Source: an optimization exercise on an open RTL-to-GDS flow (aim: small area, a short achievable clock period and few clock cycles per item). Production flows keep margins and buffers that such runs may drop. Only simulation tests tie the RTL to the original design; equivalence was not proved.

`design/flow/design.v`:
```
module aurora_xu (
    input  wire        clk,
    input  wire        rst,           
    input  wire        req_valid,
    output wire        req_ready,
    input  wire [7:0]  req_op,
    input  wire [31:0] req_a,         
    input  wire [31:0] req_b,         
    output reg         rsp_valid,
    output reg  [31:0] rsp_result,
    output reg         rsp_wr,        
    output reg         rsp_flags_we,  
    output reg  [3:0]  rsp_flags,     
    output reg         rsp_fault,     
    output reg         rsp_illegal    
);
    localparam [7:0] OP_ADD  = 8'h01, OP_SUB  = 8'h02, OP_MUL  = 8'h03, OP_DIV  = 8'h04,
                     OP_MOD  = 8'h05, OP_AND  = 8'h06, OP_OR   = 8'h07, OP_XOR  = 8'h08,
                     OP_CMP  = 8'h09, OP_TEST = 8'h0A, OP_SLT  = 8'h0B, OP_SLE  = 8'h0C,
                     OP_SEQ  = 8'h0D, OP_SNE  = 8'h0E, OP_MOVE = 8'h11,
                     OP_FADD = 8'h50, OP_FSUB = 8'h51, OP_FMUL = 8'h52, OP_FDIV = 8'h53,
                     OP_FCMP = 8'h54, OP_FCVT = 8'h55, OP_ICVT = 8'h56, OP_FMOV = 8'h57,
                     OP_VADD = 8'h60, OP_VSUB = 8'h61, OP_VMUL = 8'h62, OP_VDOT = 8'h63;
    localparam [1:0] S_IDLE = 2'd0, S_IDIV = 2'd1, S_FDIV = 2'd2;
    reg  [1:0] state;
    assign req_ready = (state == S_IDLE);
    wire accept = req_valid && req_ready;
    wire [31:0] alu_result;
    wire        alu_wr, alu_flags_we;
    wire [3:0]  alu_flags;
    xu_alu u_alu (
        .op(req_op), .a(req_a), .b(req_b),
        .result(alu_result), .wr(alu_wr), .flags_we(alu_flags_we), .flags(alu_flags)
    );
    wire [31:0] fadd_res, fmul_res, fcvt_res, icvt_res;
    wire [3:0]  fcmp_flags;
    xu_fpu u_fpu (
        .a(req_a), .b(req_b), .sub(req_op == OP_FSUB),
        .add_res(fadd_res), .mul_res(fmul_res), .cvt_res(fcvt_res),
        .icvt_res(icvt_res), .cmp_flags(fcmp_flags)
    );
    wire       fa_nan  = (req_a[30:23] == 8'hFF) && (req_a[22:0] != 0);
    wire       fb_nan  = (req_b[30:23] == 8'hFF) && (req_b[22:0] != 0);
    wire       fa_inf  = (req_a[30:0] == 31'h7F800000);
    wire       fb_inf  = (req_b[30:0] == 31'h7F800000);
    wire       fa_zero = (req_a[30:0] == 0);
    wire       fb_zero = (req_b[30:0] == 0);
    wire       fq_sign = req_a[31] ^ req_b[31];
    wire       fdiv_special = fa_nan | fb_nan | fa_inf | fb_inf | fa_zero | fb_zero;
    reg [31:0] fdiv_special_res;
    always @* begin
        if (fa_nan || fb_nan || (fa_inf && fb_inf) || (fa_zero && fb_zero))
            fdiv_special_res = 32'h7FC00000;
        else if (fa_inf || fb_zero)
            fdiv_special_res = {fq_sign, 8'hFF, 23'd0};
        else
            fdiv_special_res = {fq_sign, 31'd0};
    end
    reg  [31:0] div_rem, div_quo, div_den;
    reg         div_is_mod;
    reg  [5:0]  count;
    wire [33:0] div_trial = {1'b0, div_rem, div_quo[31]} - {2'b0, div_den};
    wire        div_ge    = !div_trial[33];
    wire [31:0] div_rem_n = div_ge ? div_trial[31:0] : {div_rem[30:0], div_quo[31]};
    wire [31:0] div_quo_n = {div_quo[30:0], div_ge};
    wire [31:0] div_out   = div_is_mod ? div_rem_n : div_quo_n;
    reg  [23:0] fna, fnb;
    reg  [4:0]  lza, lzb;
    integer     i;
    always @* begin
        lza = 5'd0;
        lzb = 5'd0;
        for (i = 0; i < 24; i = i + 1) begin
            if ({req_a[30:23] != 0, req_a[22:0]} >> i != 0) lza = 5'd23 - i[4:0];
            if ({req_b[30:23] != 0, req_b[22:0]} >> i != 0) lzb = 5'd23 - i[4:0];
        end
        fna = {req_a[30:23] != 0, req_a[22:0]} << lza;
        fnb = {req_b[30:23] != 0, req_b[22:0]} << lzb;
    end
    wire signed [11:0] fexp_in =
        $signed({4'd0, (req_a[30:23] == 0) ? 8'd1 : req_a[30:23]}) - $signed({7'd0, lza})
      - $signed({4'd0, (req_b[30:23] == 0) ? 8'd1 : req_b[30:23]}) + $signed({7'd0, lzb})
      + 12'sd127;
    reg  [24:0] fd_rem;
    reg  [23:0] fd_den;
    reg  [27:0] fd_quo;
    reg         fd_sign;
    reg  signed [11:0] fd_exp;
    wire [25:0] fd_trial = {1'b0, fd_rem} - {2'b0, fd_den};
    wire        fd_ge    = !fd_trial[25];
    wire [24:0] fd_rem_n = fd_ge ? {fd_trial[23:0], 1'b0} : {fd_rem[23:0], 1'b0};
    wire [27:0] fd_quo_n = {fd_quo[26:0], fd_ge};
    wire        fd_rem_nz = fd_ge ? (fd_trial[24:0] != 0) : (fd_rem != 0);
    wire [31:0] fdiv_res;
    xu_fp_round u_round_div (
        .sign  (fd_sign),
        .exp   (fd_quo_n[27] ? fd_exp : fd_exp - 12'sd1),
        .mant  (fd_quo_n[27] ? fd_quo_n[27:1] : fd_quo_n[26:0]),
        .sticky(fd_quo_n[27] ? (fd_quo_n[0] | fd_rem_nz) : fd_rem_nz),
        .bits  (fdiv_res)
    );
    always @(posedge clk) begin
        if (rst) begin
            state       <= S_IDLE;
            rsp_valid   <= 1'b0;
            count       <= 6'd0;
        end else begin
            rsp_valid <= 1'b0;
            case (state)
                S_IDLE: if (accept) begin
                    rsp_result   <= 32'd0;
                    rsp_wr       <= 1'b0;
                    rsp_flags_we <= 1'b0;
                    rsp_flags    <= 4'd0;
                    rsp_fault    <= 1'b0;
                    rsp_illegal  <= 1'b0;
                    case (req_op)
                        OP_DIV, OP_MOD: begin
                            if (req_b == 32'd0) begin
                                rsp_valid <= 1'b1;
                                rsp_wr    <= 1'b1;
                                rsp_fault <= 1'b1;
                            end else begin
                                div_rem    <= 32'd0;
                                div_quo    <= req_a;
                                div_den    <= req_b;
                                div_is_mod <= (req_op == OP_MOD);
                                count      <= 6'd31;
                                state      <= S_IDIV;
                            end
                        end
                        OP_FDIV: begin
                            if (fdiv_special) begin
                                rsp_valid  <= 1'b1;
                                rsp_wr     <= 1'b1;
                                rsp_result <= fdiv_special_res;
                            end else begin
                                fd_rem  <= {1'b0, fna};
                                fd_den  <= fnb;
                                fd_quo  <= 28'd0;
                                fd_sign <= fq_sign;
                                fd_exp  <= fexp_in;
                                count   <= 6'd27;
                                state   <= S_FDIV;
                            end
                        end
                        OP_FADD, OP_FSUB: begin
                            rsp_valid <= 1'b1; rsp_wr <= 1'b1; rsp_result <= fadd_res;
                        end
                        OP_FMUL: begin
                            rsp_valid <= 1'b1; rsp_wr <= 1'b1; rsp_result <= fmul_res;
                        end
                        OP_FCVT: begin
                            rsp_valid <= 1'b1; rsp_wr <= 1'b1; rsp_result <= fcvt_res;
                        end
                        OP_ICVT: begin
                            rsp_valid <= 1'b1; rsp_wr <= 1'b1; rsp_result <= icvt_res;
                        end
                        OP_FMOV: begin
                            rsp_valid <= 1'b1; rsp_wr <= 1'b1; rsp_result <= req_a;
                        end
                        OP_FCMP: begin
                            rsp_valid <= 1'b1; rsp_flags_we <= 1'b1; rsp_flags <= fcmp_flags;
                        end
                        default: begin
                            rsp_valid    <= 1'b1;
                            rsp_result   <= alu_result;
                            rsp_wr       <= alu_wr;
                            rsp_flags_we <= alu_flags_we;
                            rsp_flags    <= alu_flags;
                            rsp_illegal  <= !alu_wr && !alu_flags_we;
                        end
                    endcase
                end
                S_IDIV: begin
                    div_rem <= div_rem_n;
                    div_quo <= div_quo_n;
                    count   <= count - 6'd1;
                    if (count == 6'd0) begin
                        state        <= S_IDLE;
                        rsp_valid    <= 1'b1;
                        rsp_result   <= div_out;
                        rsp_wr       <= 1'b1;
                        rsp_flags_we <= 1'b1;
                        rsp_flags    <= {div_out == 32'd0, div_out[31], 2'b00};
                        rsp_fault    <= 1'b0;
                        rsp_illegal  <= 1'b0;
                    end
                end
                S_FDIV: begin
                    fd_rem <= fd_rem_n;
                    fd_quo <= fd_quo_n;
                    count  <= count - 6'd1;
                    if (count == 6'd0) begin
                        state        <= S_IDLE;
                        rsp_valid    <= 1'b1;
                        rsp_result   <= fdiv_res;
                        rsp_wr       <= 1'b1;
                        rsp_flags_we <= 1'b0;
                        rsp_flags    <= 4'd0;
                        rsp_fault    <= 1'b0;
                        rsp_illegal  <= 1'b0;
                    end
                end
                default: state <= S_IDLE;
            endcase
        end
    end
endmodule
module xu_alu (
    input  wire [7:0]  op,
    input  wire [31:0] a,
    input  wire [31:0] b,
    output reg  [31:0] result,
    output reg         wr,
    output reg         flags_we,
    output reg  [3:0]  flags        
);
    localparam [7:0] OP_ADD  = 8'h01, OP_SUB  = 8'h02, OP_MUL  = 8'h03, OP_DIV  = 8'h04,
                     OP_MOD  = 8'h05, OP_AND  = 8'h06, OP_OR   = 8'h07, OP_XOR  = 8'h08,
                     OP_CMP  = 8'h09, OP_TEST = 8'h0A, OP_SLT  = 8'h0B, OP_SLE  = 8'h0C,
                     OP_SEQ  = 8'h0D, OP_SNE  = 8'h0E, OP_MOVE = 8'h11,
                     OP_FADD = 8'h50, OP_FSUB = 8'h51, OP_FMUL = 8'h52, OP_FDIV = 8'h53,
                     OP_FCMP = 8'h54, OP_FCVT = 8'h55, OP_ICVT = 8'h56, OP_FMOV = 8'h57,
                     OP_VADD = 8'h60, OP_VSUB = 8'h61, OP_VMUL = 8'h62, OP_VDOT = 8'h63;
    wire [32:0] add_full = {1'b0, a} + {1'b0, b};
    wire [31:0] diff     = a - b;
    wire [63:0] prod     = a * b;
    wire        borrow   = a < b;
    wire        slt      = $signed(a) < $signed(b);
    wire        add_v    = (a[31] ^ add_full[31]) & (b[31] ^ add_full[31]);
    wire        sub_v    = (a[31] ^ b[31]) & (a[31] ^ diff[31]);
    reg  [31:0] vadd, vsub, vmul;
    reg  [31:0] vdot;
    integer     i;
    always @* begin
        vdot = 32'd0;
        for (i = 0; i < 4; i = i + 1) begin
            vadd[8*i +: 8] = a[8*i +: 8] + b[8*i +: 8];
            vsub[8*i +: 8] = a[8*i +: 8] - b[8*i +: 8];
            vmul[8*i +: 8] = a[8*i +: 8] * b[8*i +: 8];
            vdot = vdot + a[8*i +: 8] * b[8*i +: 8];
        end
    end
    reg c, v;
    always @* begin
        result   = 32'd0;
        wr       = 1'b1;
        flags_we = 1'b0;
        c        = 1'b0;
        v        = 1'b0;
        case (op)
            OP_ADD:  begin result = add_full[31:0]; flags_we = 1'b1; c = add_full[32]; v = add_v; end
            OP_SUB:  begin result = diff;  flags_we = 1'b1; c = borrow; v = sub_v; end
            OP_MUL:  begin result = prod[31:0]; flags_we = 1'b1; c = (prod[63:32] != 0); end
            OP_AND:  begin result = a & b; flags_we = 1'b1; end
            OP_OR:   begin result = a | b; flags_we = 1'b1; end
            OP_XOR:  begin result = a ^ b; flags_we = 1'b1; end
            OP_CMP:  begin result = diff;  flags_we = 1'b1; c = borrow; v = sub_v; wr = 1'b0; end
            OP_TEST: begin result = a & b; flags_we = 1'b1; wr = 1'b0; end
            OP_SLT:  result = {31'd0, slt};
            OP_SLE:  result = {31'd0, slt | (a == b)};
            OP_SEQ:  result = {31'd0, a == b};
            OP_SNE:  result = {31'd0, a != b};
            OP_MOVE: result = a;
            OP_VADD: result = vadd;
            OP_VSUB: result = vsub;
            OP_VMUL: result = vmul;
            OP_VDOT: result = vdot;
            default: wr = 1'b0;
        endcase
        flags = {result == 32'd0, result[31], c, v};
    end
endmodule
module xu_fpu (
    input  wire [31:0] a,
    input  wire [31:0] b,
    input  wire        sub,         
    output reg  [31:0] add_res,
    output reg  [31:0] mul_res,
    output wire [31:0] cvt_res,     
    output reg  [31:0] icvt_res,    
    output reg  [3:0]  cmp_flags    
);
    localparam [31:0] QNAN = 32'h7FC00000;
    wire       sa = a[31];
    wire       sb = b[31] ^ sub;
    wire [7:0] ea = a[30:23];
    wire [7:0] eb = b[30:23];
    wire [22:0] fa = a[22:0];
    wire [22:0] fb = b[22:0];
    wire a_nan  = (ea == 8'hFF) && (fa != 0);
    wire b_nan  = (eb == 8'hFF) && (fb != 0);
    wire a_inf  = (ea == 8'hFF) && (fa == 0);
    wire b_inf  = (eb == 8'hFF) && (fb == 0);
    wire a_zero = (a[30:0] == 0);
    wire b_zero = (b[30:0] == 0);
    wire [23:0] ma = {ea != 0, fa};
    wire [23:0] mb = {eb != 0, fb};
    wire [7:0]  xa = (ea == 0) ? 8'd1 : ea;    
    wire [7:0]  xb = (eb == 0) ? 8'd1 : eb;
    reg        big_s, sml_s;
    reg [7:0]  big_x, sml_x;
    reg [23:0] big_m, sml_m;
    reg [7:0]  d;
    reg [50:0] xal, yal;
    reg        ysticky;
    reg [51:0] sum;
    reg [6:0]  lz_add;
    reg [51:0] nsum;
    reg signed [11:0] add_exp;
    reg        add_sign;
    integer    i;
    wire [31:0] add_rounded;
    always @* begin
        if (a[30:0] >= b[30:0]) begin
            big_s = sa; big_x = xa; big_m = ma;
            sml_s = sb; sml_x = xb; sml_m = mb;
        end else begin
            big_s = sb; big_x = xb; big_m = mb;
            sml_s = sa; sml_x = xa; sml_m = ma;
        end
        d   = big_x - sml_x;
        xal = {big_m, 27'd0};
        if (d > 8'd50) begin
            yal     = 51'd0;
            ysticky = (sml_m != 0);
        end else begin
            yal     = {sml_m, 27'd0} >> d;
            ysticky = |({sml_m, 27'd0} & ~({51{1'b1}} << d));
        end
        if (big_s != sml_s)
            sum = {1'b0, xal} - {1'b0, yal} - {51'd0, ysticky};
        else
            sum = {1'b0, xal} + {1'b0, yal} + {51'd0, ysticky};
        lz_add = 7'd52;
        for (i = 0; i < 52; i = i + 1)
            if (sum[i]) lz_add = 7'd51 - i[6:0];
        nsum     = sum << lz_add;
        add_exp  = $signed({4'd0, big_x}) + 12'sd1 - $signed({5'd0, lz_add});
        add_sign = (sum == 0) ? (sa & sb) : big_s;
    end
    xu_fp_round u_round_add (
        .sign(add_sign), .exp(add_exp), .mant(nsum[51:25]), .sticky(|nsum[24:0]),
        .bits(add_rounded)
    );
    always @* begin
        if (a_nan || b_nan || (a_inf && b_inf && (sa != sb)))
            add_res = QNAN;
        else if (a_inf)
            add_res = {sa, 8'hFF, 23'd0};
        else if (b_inf)
            add_res = {sb, 8'hFF, 23'd0};
        else
            add_res = add_rounded;
    end
    reg [47:0] prod;
    reg [5:0]  lz_mul;
    reg [47:0] nprod;
    reg signed [11:0] mul_exp;
    wire       mul_sign = a[31] ^ b[31];
    wire [31:0] mul_rounded;
    always @* begin
        prod = ma * mb;
        lz_mul = 6'd48;
        for (i = 0; i < 48; i = i + 1)
            if (prod[i]) lz_mul = 6'd47 - i[5:0];
        nprod   = prod << lz_mul;
        mul_exp = $signed({4'd0, xa}) + $signed({4'd0, xb}) - 12'sd126 - $signed({6'd0, lz_mul});
    end
    xu_fp_round u_round_mul (
        .sign(mul_sign), .exp(mul_exp), .mant(nprod[47:21]), .sticky(|nprod[20:0]),
        .bits(mul_rounded)
    );
    always @* begin
        if (a_nan || b_nan || (a_inf && b_zero) || (a_zero && b_inf))
            mul_res = QNAN;
        else if (a_inf || b_inf)
            mul_res = {mul_sign, 8'hFF, 23'd0};
        else if (a_zero || b_zero)
            mul_res = {mul_sign, 31'd0};
        else
            mul_res = mul_rounded;
    end
    reg lt;
    always @* begin
        if (a_zero && b_zero)
            lt = 1'b0;
        else if (a[31] != b[31])
            lt = a[31];
        else if (!a[31])
            lt = a[30:0] < b[30:0];
        else
            lt = a[30:0] > b[30:0];
        if (a_nan || b_nan)
            cmp_flags = 4'b0010;
        else
            cmp_flags = {(a == b) || (a_zero && b_zero), lt, 2'b00};
    end
    reg [31:0] mag;
    reg [5:0]  lz_cvt;
    reg [31:0] nmag;
    reg signed [11:0] cvt_exp;
    always @* begin
        mag = a[31] ? (~a + 32'd1) : a;
        lz_cvt = 6'd32;
        for (i = 0; i < 32; i = i + 1)
            if (mag[i]) lz_cvt = 6'd31 - i[5:0];
        nmag    = mag << lz_cvt;
        cvt_exp = 12'sd158 - $signed({6'd0, lz_cvt});
    end
    xu_fp_round u_round_cvt (
        .sign(a[31]), .exp(cvt_exp), .mant(nmag[31:5]), .sticky(|nmag[4:0]),
        .bits(cvt_res)
    );
    reg [31:0] imag;
    always @* begin
        imag = 32'd0;
        if (ea >= 8'd150)
            imag = {8'd0, ma} << (ea - 8'd150);
        else if (ea >= 8'd127)
            imag = {8'd0, ma} >> (8'd150 - ea);
        if (a_nan || ea >= 8'd158)
            icvt_res = 32'h80000000;           
        else if (ea < 8'd127)
            icvt_res = 32'd0;                  
        else
            icvt_res = a[31] ? (~imag + 32'd1) : imag;
    end
endmodule
module xu_fp_round (
    input  wire               sign,
    input  wire signed [11:0] exp,
    input  wire [26:0]        mant,
    input  wire               sticky,
    output reg  [31:0]        bits
);
    reg        [11:0] shamt;
    reg        [26:0] m;
    reg               st;
    reg signed [11:0] e;
    reg        [24:0] rnd;
    reg               up;
    reg        [31:0] pk;
    always @* begin
        shamt = 12'd0;
        m  = mant;
        st = sticky;
        e  = exp;
        if (e < 1) begin
            shamt = 12'sd1 - e;
            if (shamt > 12'd27) begin
                st = st | (|m);
                m  = 27'd0;
            end else begin
                st = st | (|(m & ~({27{1'b1}} << shamt[4:0])));
                m  = m >> shamt[4:0];
            end
            e = 12'sd1;
        end
        up  = m[2] & (m[1] | m[0] | st | m[3]);
        rnd = {1'b0, m[26:3]} + {24'd0, up};
        pk = {1'b0, e[7:0] - 8'd1, 23'd0} + {7'd0, rnd};
        if (mant == 27'd0 && !sticky)
            bits = {sign, 31'd0};
        else if (e > 12'sd254 || (e == 12'sd254 && rnd[24]))
            bits = {sign, 8'hFF, 23'd0};
        else
            bits = {sign, pk[30:0]};
    end
endmodule
```
`design/flow/run.sh`:
```
#!/bin/bash
# synth_recipe.tcl (not shown) runs the flow's synth.tcl, then flattens the netlist and writes it again
# the make line also repeats each setting of config.mk as NAME=value (left out here)
make -C /OpenROAD-flow-scripts/flow DESIGN_CONFIG=/design/flow/config.mk WORK_HOME=/design/flow/orfs CLKGATE_MAP_FILE= SYNTH_SCRIPT=/design/flow/synth_recipe.tcl finish
```
`design/flow/config.mk`:
```
export PLATFORM = sky130hd
export DESIGN_NAME = aurora_xu
export DESIGN_NICKNAME = aurora_xu
export VERILOG_FILES = /design/flow/design.v
export SDC_FILE = /design/flow/constraint.sdc
export NUM_CORES = 4
export LEC_CHECK = 0
export CAP_MARGIN = 20
export CORE_MARGIN = 2
export CORE_UTILIZATION = 30
export PLACE_DENSITY = 0.4
export SLEW_MARGIN = 20
```
`design/flow/constraint.sdc`:
```
create_clock -name core_clock -period 24.0 [get_ports {clk}]
set_input_delay 4.8000 -clock core_clock [delete_from_list [all_inputs] [get_ports {clk}]]
set_output_delay 4.8000 -clock core_clock [all_outputs]
set_load 0.01 [all_outputs]
```
==> summary.txt <==
## synthesized netlist by cell type (74+ instances only)
cell / count / area (sq um)
a211oi_1: 161 / 1209
a21o_1: 168 / 1261
nor2_1: 1764 / 6621
mux4_2: 74 / 1667
nand2b_1: 99 / 619.3
nand2_1: 1376 / 5165
clkbuf_1: 609 / 2286
nand4_1: 101 / 631.9
mux2_2: 74 / 833.3
xor2_1: 163 / 1428
buf_1: 172 / 645.6
ha_1: 977 / 12220
o31ai_1: 88 / 660.6
inv_1: 2287 / 8584
o21bai_1: 109 / 818.3
o22ai_1: 122 / 763.2
mux2i_1: 393 / 3934
nor4_1: 121 / 757.0
nand3_1: 287 / 1436
and3_1: 86 / 538.0
fa_1: 1538 / 30790
xnor2_1: 382 / 3346
and2_1: 90 / 563.0
o211ai_1: 185 / 1389
nor3_1: 351 / 1757
edfxtp_1: 226 / 6787
a21oi_1: 866 / 4334
a221oi_1: 80 / 700.7
or3_1: 89 / 556.8
a31oi_1: 119 / 744.5
o21ai_0: 741 / 3709
## final timing paths
check / start / to / slack (ns) / depth (start not counted)
min reg2reg: count[0] / count[0] / 0.50 / 1
min: count[0] / count[0] / 0.50 / 1
max reg2reg: fd_exp[0] / rsp_result[30] / 12.68 / 36
max: req_b[3] / rsp_result[27] / 0.83 / 72
## metal layers
metal | vias up | GRT usage [%]
li1 | 51330 | -
met1 | 59850 | 45.50
met2 | 5894 | 51.47
met3 | 1124 | 6.218
met4 | 32 | 16.06
met5 | - | 0
## registers in the layout, summed over array words and instances, names as in the netlist
signal	count
div_den	32
div_quo	32
div_rem	32
rsp_result	32
fd_quo	27
fd_rem	25
fd_den	24
fd_exp	12
count	6
rsp_flags	4
state	2
div_is_mod	1
fd_sign	1
rsp_fault	1
rsp_flags_we	1
rsp_illegal	1
rsp_valid	1
rsp_wr	1
## logic make-up after synthesis
kind of cell / after synthesis / synth area share (%)
and+or+nand+nor: 4687 / 17.98
adders and majority gates: 2517 / 36.59
DFF: 235 / 5.923
buffers and inverters: 3174 / 10.30
AOI/OAI and AO/OA: 3482 / 19.64
other: 1 / 0.003188
xor gates and xnor gates: 546 / 4.072
muxes: 544 / 5.503
## layout by cell type (no fill, tap or decap), types with 73 or more instances in the layout
cell type  instances
nor2_1          1755
a211oi_1         157
o221ai_1          73
o21bai_1         108
a21oi_1          863
and2_1            89
mux4_2            74
inv_1           2259
edfxtp_1         226
xor2_1           156
o31ai_1           87
xnor2_1          366
o21ai_0          730
fa_1            1538
nand2b_1          99
a31oi_1          117
ha_1             972
a221oi_1          80
or3_1             88
o22ai_1          122
nand4_1          101
nor4_1           115
mux2_2            74
mux2i_1          391
o211ai_1         185
nand3_1          287
and3_1            86
nand2_1         1374
buf_4            545
nor3_1           342
a21o_1           168
## repair_timing
item / 4_1_cts / 5_1_grt
gates resized for setup: 0 / 14
endpoints found under the setup margin: 0 / 27
buffers inserted: 0 / 2
## layout make-up
type / count / area (sq um)
Tap cell: 5197 / 6502
Inverter: 2329 / 8756
Multi-Input combinational cell: 11780 / 99030
Fill cell: 42380 / 262100
Sequential cell: 235 / 6967
Clock buffer: 41 / 908.4
Clock inverter: 19 / 192.7
Timing Repair Buffer: 668 / 5117
Antenna cell: 50 / 125.1
## worst register-to-register path, delay by kind of cell (launching register included)
family | cells | cell delay, ns
AO/OA/AOI/OAI | 7 | 1.72
XOR/XNOR | 2 | 0.36
adder cells (fa/ha/maj) | 4 | 1.59
buffers and inverters | 6 | 2.81
flip-flops | 1 | 0.33
multiplexers | 1 | 0.17
AND/OR/NAND/NOR | 16 | 4.08
## metrics by stage
step           TNS (ns)  setup slack, ns  utilization (%)  cells
2_1_floorplan         0           0.5371                -  15190
3_3_place_gp   -0.05524         -0.05524            32.38  20200
3_5_place_dp          0          0.08007            32.39  20200
4_1_cts               0           0.6120            32.67  20260
5_1_grt        -0.03285         -0.03285            32.72  20280
6_report              0           0.8296            32.74  20320
==> summary.md <==
| Metric | Value |
|---|---|
| Status | `finished clean` |
| Layout Nets | `17640` |
| Cell Area, Synth | `117600 sq um` |
| Via count | `118200` |
| Ys async rst share | `0%` |
| Synthesized instance count | `15190` |
| Worst-skew pair later-pin latency | `between 0.5 and 0.6 ns` |
| M1 wire length | `between 200000 and 300000 um` |
| Layout cell share with drive strength beyond 1 | `between 7 and 8%` |
| Routability congestion estimate | `1.047` |
| Ys Warns | `4` |
| Rows | `229` |
| Worst Skew | `around 0.022 ns` |
| CP arrival | `23.46 ns` |
| WHS | `0.5026 ns` |
| Vias per Instance | `5.819` |
| Met2 Wirelength | `294400 um` |
| Synth Register Bits | `235` |
| Crit start category | `input pin` |
| CTS H-tree depth | `2` |
| Initial antenna violation count | `between 90 and 100` |
| Global-route wire length before repair | `946400 um` |
| Register area share after synthesis | `5.923%` |
| Total track usage | `roughly a third` |
| Post-layout min period | `23.17 ns` |
| Max FO, Critical Path | `49` |
| GRT overflow | `0` |
| Core Box Area | `just under 400000 sq um` |
| Die area | `a little under 400000 sq um` |
| Finished Cell Area | `127600 sq um` |
| TritonCTS clock tree | `yes` |
| DRC Markers | `0` |
| Placed inst area | `126200 sq um` |
| Most used cell, CP | `a21oi_1` |
| Worst Hold Class | `reg -> reg` |
| Dpl hpwl | `555500 um` |
| Sink Count | `between 200 and 250` |
| Maxcap violations | `0` |
| Longest Clk Path Bufs | `3` |
| CP endpoint kind | `flip-flop` |
| Hold Vio Cnt, Final | `0` |
| Hold buffer count at cts | `0` |
| Syn nets | `17780` |
| F_max | `0.04316 GHz` |
| Final wirelength | `684200 um` |
| DR top layer | `met5` |
| DRT Pass-1 Iters | `8` |
| Slowest stage delay, CP | `0.84 ns` |
| Num CTS Buffers | `34` |
| Vias in the first global route | `116100` |
| Die height | `about 630 um` |
| Met3 WL | `56680 um` |
| Worst EP required | `24.29 ns` |
| Syn avg cell area | `7.745 sq um` |
| Clk slew on worst S/H paths | `0.06 ns` |
| Max-slew violation count | `0` |
| Number of synthesized flops with an enable pin | `226` |
| Finish-stage setup viols | `0` |
| Part of the cycle the worst path needs | `a little over nine tenths` |
| Worst Tran Pin Value | `1.254 ns` |
| WP buf/inv | `9` |
| Starting Density | `30.18%` |
| Per-cell routed wire length | `33.68 um` |
| Clock root buffer | `clkbuf_16` |
| Iter 0 DRT Violations | `~15000` |
| Crit Path Class | `in -> reg` |
| Area growth syn-to-layout | `8.481%` |
| Die width | `around 630 um` |
| Io pins | `117` |
| Pin count of the biggest net entering global routing | `80` |
| CP delay by family, top | `compound AO/OA/AOI/OAI gates` |
| Worst slew margin | `16.06%` |
| Port Buf Inserts | `116` |
| Post-synth cell types | `142` |
| Ys flop type | `edfxtp_1` |
| Antenna Violating Nets Remaining | `0` |
| Crit path max-delay cell type | `clkdlybuf4s50_1` |
Testbench counts, summed over its fixed seeds: cycles 49,564, items 16,000.

port drivers added, routing unchanged:
Ports are ideal in the flow. The routed layout listed here was re-timed in OpenROAD.
Step 1 sets driving cells, clkbuf_16 on the clock port and buf_2 on the other inputs (assumed; they add their load-dependent delay and slew).
Step 2 adds t to the input delays and takes it off the output delays; t is the mean of the earliest and latest rising clock arrival at the registers after step 1. Input paths then give back, and output paths get back, about the clock's delay inside the block.
a / b / c = ideal / step 1 / step 2; a / b = the first two.
shift t [ns]: 0.676
setup WS [ns]: 0.830 / 0.903 / 0.226
worst setup path after step 2: input to register
latest minus earliest clock arrival (ns): 0.022 / 0.023
worst slew at a driven data input, ns: 0.29
After both steps this run still meets setup and hold. For this run, drivers alone change the setup slack by +0.073 ns; drivers and shift together by -0.604 ns.
